Source: an optimization exercise on an open RTL-to-GDS flow (aim: small area). Production flows keep margins and buffers that such runs may drop.
The RTL of this run was laid out without a check of its function.
Power figures rest on the tool's default switching activity, not on a simulated workload.

===== design.v =====
module qed_rotary (
    input  wire       clk,
    input  wire       rst,
    input  wire       step,       
    input  wire [1:0] sample,     
    output reg  [2:0] fsm,        
    output reg  [1:0] last,       
    output reg        ev_cw,      
    output reg        ev_ccw      
);
    localparam [2:0] S_START    = 3'd0,
                     S_CW_FINAL = 3'd1,
                     S_CW_BEGIN = 3'd2,
                     S_CW_NEXT  = 3'd3,
                     S_CCW_BEGIN = 3'd4,
                     S_CCW_FINAL = 3'd5,
                     S_CCW_NEXT  = 3'd6;
    reg [4:0] entry;
    always @(*) begin
        case (fsm)
            S_START: case (sample)
                2'b00: entry = {2'b00, S_START};
                2'b01: entry = {2'b00, S_CCW_BEGIN};
                2'b10: entry = {2'b00, S_CW_BEGIN};
                default: entry = {2'b00, S_START};
            endcase
            S_CW_FINAL: case (sample)
                2'b00: entry = {2'b01, S_START};
                2'b01: entry = {2'b00, S_CW_FINAL};
                2'b10: entry = {2'b00, S_START};
                default: entry = {2'b00, S_CW_NEXT};
            endcase
            S_CW_BEGIN: case (sample)
                2'b00: entry = {2'b00, S_START};
                2'b01: entry = {2'b00, S_START};
                2'b10: entry = {2'b00, S_CW_BEGIN};
                default: entry = {2'b00, S_CW_NEXT};
            endcase
            S_CW_NEXT: case (sample)
                2'b00: entry = {2'b00, S_START};
                2'b01: entry = {2'b00, S_CW_FINAL};
                2'b10: entry = {2'b00, S_CW_BEGIN};
                default: entry = {2'b00, S_CW_NEXT};
            endcase
            S_CCW_BEGIN: case (sample)
                2'b00: entry = {2'b00, S_START};
                2'b01: entry = {2'b00, S_CCW_BEGIN};
                2'b10: entry = {2'b00, S_START};
                default: entry = {2'b00, S_CCW_NEXT};
            endcase
            S_CCW_FINAL: case (sample)
                2'b00: entry = {2'b10, S_START};
                2'b01: entry = {2'b00, S_START};
                2'b10: entry = {2'b00, S_CCW_FINAL};
                default: entry = {2'b00, S_CCW_NEXT};
            endcase
            S_CCW_NEXT: case (sample)
                2'b00: entry = {2'b00, S_START};
                2'b01: entry = {2'b00, S_CCW_BEGIN};
                2'b10: entry = {2'b00, S_CCW_FINAL};
                default: entry = {2'b00, S_CCW_NEXT};
            endcase
            default: entry = {2'b00, S_START};
        endcase
    end
    wire change = step && (sample != last);
    always @(*) begin
        ev_cw  = change && (entry[4:3] == 2'b01);
        ev_ccw = change && (entry[4:3] == 2'b10);
    end
    always @(posedge clk) begin
        if (rst) begin
            fsm  <= S_START;
            last <= 2'b00;
        end else if (change) begin
            fsm  <= entry[2:0];
            last <= sample;
        end
    end
endmodule
module qed_button #(
    parameter integer DEBOUNCE_TICKS = 20
) (
    input  wire clk,
    input  wire rst,
    input  wire step,           
    input  wire btn,            
    output reg  level,          
    output wire ev_down,        
    output wire ev_up           
);
    reg [31:0] tick_cnt;        
    reg [31:0] btn_last;        
    reg        btn_seen;        
    wire [31:0] elapsed = tick_cnt - btn_last;
    wire        accept  = step && (btn != level) &&
                          (!btn_seen || elapsed >= DEBOUNCE_TICKS);
    assign ev_down = accept && !btn;
    assign ev_up   = accept &&  btn;
    always @(posedge clk) begin
        if (rst) begin
            tick_cnt <= 32'd0;
            btn_last <= 32'd0;
            btn_seen <= 1'b0;
            level    <= 1'b1;
        end else if (step) begin
            tick_cnt <= tick_cnt + 32'd1;
            if (accept) begin
                level    <= btn;
                btn_last <= tick_cnt;
                btn_seen <= 1'b1;
            end
        end
    end
endmodule
module qed_fifo #(
    parameter integer DEPTH = 16,
    parameter integer AW    = 4         
) (
    input  wire         clk,
    input  wire         rst,
    input  wire         flush,
    input  wire         pop,
    input  wire         push0,
    input  wire [2:0]   data0,
    input  wire         push1,
    input  wire [2:0]   data1,
    input  wire         ovf_clr,
    output wire [2:0]   head,
    output reg  [AW:0]  count,
    output reg          ovf
);
    reg [2:0]    mem [0:DEPTH-1];
    reg [AW-1:0] rd_ptr;
    reg [AW-1:0] wr_ptr;
    assign head = (count != 0) ? mem[rd_ptr] : 3'd0;
    wire          do_pop  = pop && (count != 0) && !flush;
    wire [AW:0]   cnt_h   = flush ? {(AW+1){1'b0}} : (count - {{AW{1'b0}}, do_pop});
    wire [AW-1:0] rd_h    = flush ? wr_ptr : (rd_ptr + {{(AW-1){1'b0}}, do_pop});
    wire          ok0     = push0 && (cnt_h < DEPTH);
    wire [AW:0]   cnt_0   = cnt_h + {{AW{1'b0}}, ok0};
    wire [AW-1:0] wr_0    = wr_ptr + {{(AW-1){1'b0}}, ok0};
    wire          ok1     = push1 && (cnt_0 < DEPTH);
    wire          drop    = (push0 && !ok0) || (push1 && !ok1);
    always @(posedge clk) begin
        if (ok0)
            mem[wr_ptr] <= data0;
        if (ok1)
            mem[wr_0] <= data1;
    end
    always @(posedge clk) begin
        if (rst) begin
            rd_ptr <= {AW{1'b0}};
            wr_ptr <= {AW{1'b0}};
            count  <= {(AW+1){1'b0}};
            ovf    <= 1'b0;
        end else begin
            rd_ptr <= rd_h;
            wr_ptr <= wr_0 + {{(AW-1){1'b0}}, ok1};
            count  <= cnt_0 + {{AW{1'b0}}, ok1};
            if (drop)
                ovf <= 1'b1;
            else if (ovf_clr)
                ovf <= 1'b0;
        end
    end
endmodule
module qed_top (
    input  wire        clk,
    input  wire        rst,           
    input  wire        tick,          
    input  wire        enc_a,
    input  wire        enc_b,
    input  wire        btn,           
    input  wire        host_en,       
    input  wire        host_we,       
    input  wire [7:0]  host_addr,
    input  wire [15:0] host_wdata,
    output reg  [15:0] host_rdata,    
    output wire        irq
);
    localparam [7:0] A_EVQ_DATA   = 8'h10,
                     A_EVQ_STATUS = 8'h11,
                     A_ENC_CTRL   = 8'h12,
                     A_ENC_STATE  = 8'h13;
    localparam [2:0] EV_CW = 3'd1, EV_CCW = 3'd2, EV_DOWN = 3'd3, EV_UP = 3'd4;
    wire rd = host_en && !host_we;
    wire wr = host_en &&  host_we;
    wire [2:0] fsm;
    wire [1:0] enc_last;
    wire       ev_cw, ev_ccw;
    wire       btn_level;
    wire       ev_down, ev_up;
    qed_rotary u_rot (
        .clk(clk), .rst(rst), .step(tick), .sample({enc_a, enc_b}),
        .fsm(fsm), .last(enc_last), .ev_cw(ev_cw), .ev_ccw(ev_ccw)
    );
    qed_button #(.DEBOUNCE_TICKS(20)) u_btn (
        .clk(clk), .rst(rst), .step(tick), .btn(btn),
        .level(btn_level), .ev_down(ev_down), .ev_up(ev_up)
    );
    reg irq_en;
    always @(posedge clk) begin
        if (rst)
            irq_en <= 1'b0;
        else if (wr && host_addr == A_ENC_CTRL)
            irq_en <= host_wdata[0];
    end
    wire [2:0] head;
    wire [4:0] count;
    wire       ovf;
    qed_fifo #(.DEPTH(16), .AW(4)) u_fifo (
        .clk(clk), .rst(rst),
        .flush(wr && host_addr == A_ENC_CTRL && host_wdata[1]),
        .pop(rd && host_addr == A_EVQ_DATA),
        .push0(ev_cw || ev_ccw), .data0(ev_cw ? EV_CW : EV_CCW),
        .push1(ev_down || ev_up), .data1(ev_down ? EV_DOWN : EV_UP),
        .ovf_clr(wr && host_addr == A_EVQ_STATUS && host_wdata[15]),
        .head(head), .count(count), .ovf(ovf)
    );
    assign irq = irq_en && (count != 5'd0);
    reg [15:0] rdata_next;
    always @(*) begin
        case (host_addr)
            A_EVQ_DATA:   rdata_next = {13'd0, head};
            A_EVQ_STATUS: rdata_next = {ovf, 7'd0, 3'd0, count};
            A_ENC_CTRL:   rdata_next = {15'd0, irq_en};
            A_ENC_STATE:  rdata_next = {9'd0, enc_last, btn_level, 1'b0, fsm};
            default:      rdata_next = 16'd0;
        endcase
    end
    always @(posedge clk) begin
        if (rst)
            host_rdata <= 16'd0;
        else if (rd)
            host_rdata <= rdata_next;
    end
endmodule

===== config.mk =====
export PLATFORM = sky130hd
export DESIGN_NAME = qed_top
export DESIGN_NICKNAME = qed_top
export VERILOG_FILES = /design/flow/design.v
export SDC_FILE = /design/flow/constraint.sdc
export NUM_CORES = 4
export LEC_CHECK = 0
export CAP_MARGIN = 20
export CORE_MARGIN = 2
export CORE_UTILIZATION = 40
export SLEW_MARGIN = 20

===== run.sh =====
#!/bin/bash
# synth_recipe.tcl (not shown) runs the flow's synth.tcl, then flattens the netlist and writes it again
# the make line also repeats each setting of config.mk as NAME=value (left out here)
make -C /OpenROAD-flow-scripts/flow DESIGN_CONFIG=/design/flow/config.mk WORK_HOME=/design/flow/orfs CLKGATE_MAP_FILE= SYNTH_SCRIPT=/design/flow/synth_recipe.tcl finish

===== constraint.sdc =====
create_clock -name core_clock -period 6.0 [get_ports {clk}]
set_input_delay 1.2000 -clock core_clock [delete_from_list [all_inputs] [get_ports {clk}]]
set_output_delay 1.2000 -clock core_clock [all_outputs]
set_load 0.01 [all_outputs]

==> metrics.yaml <==
setup_path:
  critPathBufInv: 3
  crit_chain: "clkdlybuf4s50_1 > or4b_1 > nor3_2 > or4b_2 > nor2_1 > ha_1 > ha_1 > nand2_1 > xor2_1 > nor2_1 > nor2_1 > buf_4 > ha_1 > ha_1 > nand3_1 > xor2_2 > buf_4 > nand4_2 > o21ai_0"
  cp-end-kind: "flop"
  path_common_cell: "ha_1"
  worstPathMaxFanout: 17
  arrival_ns: 5.62
  critical_path.top_delay_family: "simple AND/OR/NAND/NOR gates"
  slowest_stage: "or4b_2"
  critical_path.max_stage_delay_ns: 0.62
  cp-start-kind: "input port"
  crit_required_ns: 6.08
  crit_type: "in2reg"
grt:
  track_usage: 0.2028
  grt_max_degree: 96
  antenna_found_initial: 0
  grt_first_pass_wirelength_um: 40020
  grt_pass1_vias: 7655
  overflow: 0
synthesis:
  yosys_warnings: 4
  async_flop_share: 0
  ys_ff_latch: 142
  ys.flop_type: "dfxtp_1"
  netlist_instances: 1099
  syn-mean-instance-area_um2: 8.591
  ys_seq_area_frac: 0.3520
  synth_edf_count: 48
  synth_area_um2: 9442
  ys_types: 83
floorplanning:
  die_x_um: 157.6
  placementRows: 56
  initial_core_util: 0.4047
  core_um2: 23330
  ios: 49
  dieArea_um2: 24850
  chipHeight_um: 157.6
drt:
  routedWlPerCell_um: 17.23
  met3_length_um: 999
  avgViaCountPerCell: 5.619
  remaining_drc_errors: 0
  route.top_layer_used: "met4"
  antenna_left: 0
  wl_um: 24710
  vias: 8057
  wl_met1_um: 12300
  met2_length_um: 11150
  drt_iter0_markers: 546
  first_pass_iters: 5
clock_tree:
  cts_root_buffer: "clkbuf_16"
  clkSlewWorstSetupHoldPaths_ns: 0.07
  cts_hold_buf: 0
  clk_path_buf_depth: 2
  clk-insertion-delay-late_ns: 0.44
  cts_resized: 0
  cts_buffers: 17
  tritoncts: "done"
  clock_sinks: 142
  htree_levels: 4
  post_cts_buffers: 0
timing:
  finalSetupViolCount: 0
  rsz0062_at_grt: "no"
  hold_viol: 0
  fmax_mhz: 180.6
  period_share: 0.9231
  slew_viol_final: 0
  clock_skew_ns: 0.01579
  finalWorstPathRequiredPeriod_ns: 5.538
  worst_pin_slew_ns: 1.017
  max_slew_margin: 0.3217
cells_and_area:
  multi_input_area_um2: 5624
  postLayoutCellArea_um2: 10600
  final_cells: 1434
  layout.nets: 1179
  n_antenna_cell: 0
  final_common_cell: "nor2_1"
  mostFrequentLayoutCells: "nor2_1 (108), dfxtp_1 (94), a21oi_1 (88)"
  drive_gt1_frac: 0.09507
  fillCellCount: 2271
  area_growth_syn_to_layout_pct: 12.25
  seqCellArea_um2: 3323
placement:
  placedCellCount: 1402
  dp_hpwl_um: 17660
  placed_area_um2: 9975
  place_congestion: 0.9162
  io_buffers: 27
min_path:
  hold_class: "reg2reg"
power_and_ir_drop:
  p_total_mw: 2.335
  powerDensity_nw_per_um2: 220.3
  clkPwrFrac: 0.467
  p_leak_nw: 4.199
  p_seq_frac: 0.432
  comb_power_share: 0.101
  power_switching_share: 0.2893
  p_int_mw: 1.659
  vdd_drop_max_mv: 0.1581
  p_switching_mw: 0.6756
run_status:
  status: "no timing/DRC/antenna violations"
run:
  maxCapViolCount: 0
## metal layers
| layer | vias to the layer above | global-route usage |
|---|---|---|
| li1 | 4001 | - |
| met1 | 3853 | 0.2919 |
| met2 | 176 | 0.3190 |
| met3 | 27 | 0.03340 |
| met4 | 0 | 0.04589 |
| met5 | - | 0 |
## power by group through the flow
stage	Combinational [mW]	Clock [mW]	Sequential, mW
after CTS	0.235	1.11	1.01
after detailed placement	0.234	0	1.03
final	0.236	1.09	1.01
after global placement	0.232	0	1.03
after floorplan	0.172	0	1.03
after global routing	0.260	1.15	1.01
## flip-flops by register name (all words and copies together), names as in the netlist
signal,cells
u_btn.btn_last,32
irq_en,1
u_btn.btn_seen,1
u_fifo.rd_ptr,4
host_rdata,8
u_fifo.count,5
u_fifo.wr_ptr,4
u_btn.tick_cnt,32
u_btn.level,1
u_fifo.ovf,1
u_rot.last,2
u_rot.fsm,3
u_fifo.mem,48
## cell usage after synthesis (all sizes together), types with 5 or more instances
master / instances / area share
ha: 44 / 0.058
a211oi: 9 / 0.0077
a21oi: 92 / 0.050
and4: 5 / 0.0046
nor3: 16 / 0.0095
nand3: 78 / 0.045
nand4: 23 / 0.019
mux2i: 43 / 0.046
a22oi: 5 / 0.0040
xor2: 35 / 0.032
dfxtp: 94 / 0.20
o21a: 8 / 0.0064
nand2b: 5 / 0.0033
o211ai: 5 / 0.0040
nor2: 108 / 0.043
xnor2: 25 / 0.023
inv: 48 / 0.019
o22ai: 7 / 0.0053
a31oi: 6 / 0.0040
nand2: 80 / 0.032
buf: 34 / 0.021
clkbuf: 40 / 0.016
edfxtp: 48 / 0.15
nand3b: 6 / 0.0048
a21o: 14 / 0.011
or3: 12 / 0.0085
and2: 7 / 0.0046
mux4: 12 / 0.029
nor2b: 12 / 0.0080
o21ai: 89 / 0.048
and3: 14 / 0.0093
## metrics by stage
step / setup slack (ns) / hold slack, ns / setup TNS [ns] / utilization
after floorplan: 0.6129 / 0.4476 / 0 / -
after global placement: 0.1237 / 0.4416 / 0 / 0.4275
after detailed placement: -0.009290 / 0.4465 / -0.03194 / 0.4275
after CTS: 0.4292 / 0.4552 / 0 / 0.4542
after global routing: 0.1550 / 0.4785 / 0 / 0.4542
final: 0.4616 / 0.4534 / 0 / 0.4542
## worst min-delay path: stages, from the launching register on
cell	delay (ns)
dfxtp_1	0.31
nand2_1	0.05
a21oi_1	0.05
## logic make-up (layout without fill, tap and decap cells)
| kind of cell | count (synthesis) | in the layout | share of synthesized area |
|---|---|---|---|
| muxes | 58 | 58 | 0.07779 |
| xor gates and xnor gates | 60 | 60 | 0.05566 |
| other | 1 | 8 | 0.0003972 |
| adders and majority gates | 45 | 45 | 0.06043 |
| buffers and inverters | 122 | 131 | 0.05592 |
| AOI/OAI and AO/OA | 278 | 278 | 0.1824 |
| and+or+nand+nor | 393 | 393 | 0.2155 |
| DFF | 142 | 142 | 0.3520 |
## final timing paths
| check | slack, ns | to | depth (start not counted) | startpoint |
|---|---|---|---|---|
| setup / recovery | 0.46 | u_fifo.mem[11][0]$_DFFE_PP_ | 19 | host_addr[5] |
| hold / removal | 0.45 | host_rdata[0]$_SDFFE_PP0P_ | 2 | host_rdata[0]$_SDFFE_PP0P_ |
| setup reg to reg | 1.65 | u_fifo.mem[11][0]$_DFFE_PP_ | 18 | u_fifo.count[2]$_SDFF_PP0_ |
| hold reg to reg | 0.45 | host_rdata[0]$_SDFFE_PP0P_ | 2 | host_rdata[0]$_SDFFE_PP0P_ |
## area by class of cell
class	count	share of cell area
clock buffers	17	0.04014
clock inverters	15	0.01865
inverters	48	0.01700
multi-input cells	842	0.5307
flip-flops and latches	142	0.3136
well taps	319	0.03766
repair buffers	51	0.04227

## re-timing with driven ports
In the flow no input, the clock included, has a driving cell. The finished layout below was timed again as built, in two steps.
Step 1 assumes that a clkbuf_16 drives the clock port and a buf_2 every other input.
Step 2 adds t to the input delays and takes it off the output delays; t is the mean of the earliest and latest rising clock arrival at the registers after step 1. Input paths then give back, and output paths get back, about the clock's delay inside the block.
Three values: no drivers, after step 1, after step 2; two values: the first two.
t (ns): 0.476
setup slack, ns: 0.462 / 0.484 / 0.008
worst hold slack (ns): 0.453 / 0.453 / 0.453
After both steps setup and hold are still met in this run. For this run, drivers alone change the setup slack by +0.022 ns; drivers and shift together by -0.454 ns.
